Context: an optimization exercise on an open-source flow, tuned for small area. The choices shown serve that exercise and are no tape-out recipe.
Only simulation tests tie the RTL to the original design; equivalence was not proved.
No activity file was given, so power comes from the tool's default toggle rates.

the previous run:
==> flow/design.v (excerpt) <==
module adc_seq (
    input  wire        clk,
    input  wire        rst,
    input  wire        cmd_valid,
    input  wire [31:0] cmd_word,
    input  wire [31:0] cmd_addr,
    input  wire [31:0] cmd_a,
    input  wire [31:0] cmd_b,
    output wire        ready,
    output wire        rsp_valid,
    output wire [1:0]  rsp_kind,
    output wire [31:0] rsp_data,
    input  wire        rsp_take,
    output wire        busy,
    output wire        fault,
    output wire [2:0]  fault_cause,
    output wire [31:0] fault_info,
    output wire [15:0] pin_oe,
    output wire [15:0] pin_out,
    output wire        conv_start,
    output wire [4:0]  conv_ch,
    output wire        conv_trusted,
    input  wire        conv_done,
    input  wire [11:0] conv_data
);
Settings: LEC_CHECK=0, ABC_AREA=1, CAP_MARGIN=20, CORE_MARGIN=2, CORE_UTILIZATION=60, SLEW_MARGIN=20; clock period 6.0 ns.
standard.sh (not shown) runs the stock make flow with config.mk's settings and CLKGATE_MAP_FILE= SYNTH_SCRIPT=/design/flow/synth_recipe.tcl, a recipe that flattens the netlist after the stock synthesis.
==> flow/flow/run.sh <==
#!/bin/bash
# Layout: the standard flow (standard.sh, unchanged synthesis), with two
# changes to the cells it places:
#  - buffer_ports buffers every input and output port with
#    sky130_fd_sc_hd__buf_1 (left to itself it picks a 10 um2 delay buffer);
#  - the clock tree is built from clkbuf_4 with clusters of at most 8 sinks
#    and no dummy loads.
# make's full output goes to standard_finish.log here; ORFS writes each
# step's log under orfs/logs.
set -euo pipefail
bash standard.sh \
  "BUFFER_PORTS_ARGS=-buffer_cell sky130_fd_sc_hd__buf_1" \
  "CTS_ARGS=-sink_clustering_enable -repair_clock_nets -buf_list sky130_fd_sc_hd__clkbuf_4 -sink_clustering_size 8 -sink_clustering_max_diameter 40 -dont_use_dummy_load" \
  finish > standard_finish.log 2>&1
The previous run finished every step from synthesis to the final layout, and the layout passed the timing, DRC and antenna checks.
Modified inputs, the current run compared to the previous run
Settings: PLACE_DENSITY: unset -> 0.9.
## What came out
The run showing the smaller relative slew slack is the current run.
Going from the previous run to the current run, total inserted antenna cells went up, ratio of routed vias to standard cells went up, power share of the clock group went down.


adc_seq, a different RTL version from the one above (not shown whole).
Size in the first run: about 1000 cells after synthesis, ~11000 um^2 of cells after synthesis.
// adc_seq
module adc_seq (
    input  wire        clk,
    input  wire        rst,
    input  wire        cmd_valid,
    input  wire [31:0] cmd_word,
    input  wire [31:0] cmd_addr,
    input  wire [31:0] cmd_a,
    input  wire [31:0] cmd_b,
    output wire        ready,
    output wire        rsp_valid,
    output wire [1:0]  rsp_kind,
    output wire [31:0] rsp_data,
    input  wire        rsp_take,
    output wire        busy,
    output wire        fault,
    output wire [2:0]  fault_cause,
    output wire [31:0] fault_info,
    output wire [15:0] pin_oe,
    output wire [15:0] pin_out,
    output wire        conv_start,
    output wire [4:0]  conv_ch,
    output wire        conv_trusted,
    input  wire        conv_done,
    input  wire [11:0] conv_data
);
    localparam [31:0] A_CLK0  = 32'h1000_0000;
    localparam [31:0] A_CLK1  = 32'h1000_0004;
    localparam [31:0] A_MODER = 32'h2000_0000;
    localparam [31:0] A_ODR   = 32'h2000_0014;
    localparam [31:0] A_SR    = 32'h3000_0000;
    localparam [31:0] A_CR    = 32'h3000_0008;
    localparam [31:0] A_SQR   = 32'h3000_0034;
  ...
export LEC_CHECK = 0
export ABC_AREA = 1
export CAP_MARGIN = 20
export CORE_MARGIN = 2
export CORE_UTILIZATION = 70
export PLACE_DENSITY = 0.9
export SLEW_MARGIN = 20
create_clock -name core_clock -period 6.0 [get_ports {clk}]
==> flow/flow/run.sh <==
#!/bin/bash
# Layout: the standard flow (standard.sh), with these changes:
#  - after the standard synthesis (run unchanged), the combinational logic of
#    its netlist is re-mapped by ABC with an area-recovering script
#    (flow/remap.tcl, flow/remap.abc); the flip-flops keep their instances,
#    names and cell types. If anything in that step fails, or the flip-flops
#    do not come out the same, the standard netlist is kept;
#  - buffer_ports buffers every input and output port with
#    sky130_fd_sc_hd__buf_1 (left to itself it picks a 10 um2 delay buffer);
#  - the clock tree is built from clkbuf_4 with clusters of at most 8 sinks
#    and no dummy loads.
# Each tool's full output goes to a log here: standard_synth.log,
# remap.log, standard_finish.log; ORFS writes each step's log under orfs/logs.
set -euo pipefail
W=$PWD
R=$W/orfs/results/$FLOW_PLATFORM/adc_seq/base
bash standard.sh synth > standard_synth.log 2>&1
cp "$R/1_2_yosys.v" "$W/standard_1_2_yosys.v"

YOSYS=$(command -v yosys || echo "$FLOW_HOME/../tools/install/yosys/bin/yosys")
ffs() { grep -oE '^\s*sky130_fd_sc_hd__[a-z]*df[a-z0-9_]* +\S+' "$1" | sort; }
ok=0
if REMAP_IN="$W/standard_1_2_yosys.v" REMAP_OUT="$W/remap_1_2_yosys.v" \
   REMAP_LIB="$FLOW_HOME/platforms/$FLOW_PLATFORM/lib/sky130_fd_sc_hd__tt_025C_1v80.lib" \
   REMAP_STUB="$W/flow/ffstub.v" REMAP_ABC="$W/flow/remap.abc" REMAP_TOP="$FLOW_TOP" \
   "$YOSYS" -c "$W/flow/remap.tcl" > remap.log 2>&1; then
  if [[ -s remap_1_2_yosys.v ]] && diff <(ffs standard_1_2_yosys.v) <(ffs remap_1_2_yosys.v) >> remap.log 2>&1 \
     && [[ $(ffs standard_1_2_yosys.v | wc -l) -gt 0 ]]; then
    ok=1
  fi
fi
if [[ $ok == 1 ]]; then
  echo "remap: using the re-mapped netlist" >> remap.log
  cp remap_1_2_yosys.v "$R/1_2_yosys.v"
  rm -f "$R/1_synth.odb" "$R/1_synth.sdc"
else
  echo "remap: keeping the standard netlist" >> remap.log
fi

bash standard.sh \
  "BUFFER_PORTS_ARGS=-buffer_cell sky130_fd_sc_hd__buf_1" \
  "CTS_ARGS=-sink_clustering_enable -repair_clock_nets -buf_list sky130_fd_sc_hd__clkbuf_4 -sink_clustering_size 8 -sink_clustering_max_diameter 40 -dont_use_dummy_load" \
  finish > standard_finish.log 2>&1
==> flow/flow/remap.abc <==
strash
&get -n
&fraig -x
&put
scorr
dc2
strash
&get -n
&dch -f
&nf -R 1000
&put
buffer -c
topo
stime -c
upsize -c
dnsize -c
Other scripts of this flow, unchanged in this note and not shown: flow/flow/ffstub.v, flow/flow/remap.tcl
The baseline passed the timing, DRC and antenna checks.
Edit:
CORE_UTILIZATION = 60   (was 70)
Outcome:
- cell area grows by 0.90%
- setup slack gains 110 ps
- global-route usage shrinks by 8.9 points
- combinational power shrinks by about 1%
- die area grows by 16%
- utilization shrinks by 12 points
- hold slack loses 11 ps
- sequential power hardly moves
Edit:
--- a/flow/flow/remap.abc
+++ b/flow/flow/remap.abc
@@ -10,4 +10,9 @@
 &nf -R 1000
 &put
+strash
+&get -n
+&dch -f
+&nf -R 1000
+&put
 buffer -c
 topo
Result:
- The new run finished clean
- synthesized cell count rose by 4.0%
- synthesized area barely changes
- setup slack gets worse by 59 ps
- combinational power rose by 4.5%
- design area rose by 1.2%
- worst hold slack gets worse by 6.7 ps

## port drivers added, routing unchanged
The flow's constraints put no driver on any port. The routed layouts listed below were extracted and timed again, unchanged, in two steps.
Step 1, drivers: a clkbuf_16 drives clk and a buf_2 each remaining input, both assumed.
Step 2, shift: input delay + t, output delay - t, t = (earliest + latest rising clock arrival at the registers) / 2. This alone moves slack from input paths to output paths.
Slacks: ideal ports / drivers / drivers and shift; pairs: ideal ports / drivers.
run	t (ns)	setup WS [ns]	worst hold slack (ns)
the previous run	0.655	0.997 / 1.014 / 0.359	0.488 / 0.488 / 0.488
the current run	0.670	0.886 / 0.895 / 0.225	0.498 / 0.498 / 0.498
the first run of note 2	0.661	0.216 / 0.228 / -0.434	0.477 / 0.477 / 0.477
the second run of note 2	0.666	0.330 / 0.351 / -0.315	0.467 / 0.467 / 0.467
the third run of note 2	0.679	0.271 / 0.288 / -0.391	0.460 / 0.460 / 0.460
Met with ideal ports but missed after step 2: setup timing in the first run of note 2, the second run of note 2 and the third run of note 2. The setup slack of the third run of note 2, which loses most, moves by +0.017 ns with the drivers and by -0.662 ns with both steps.
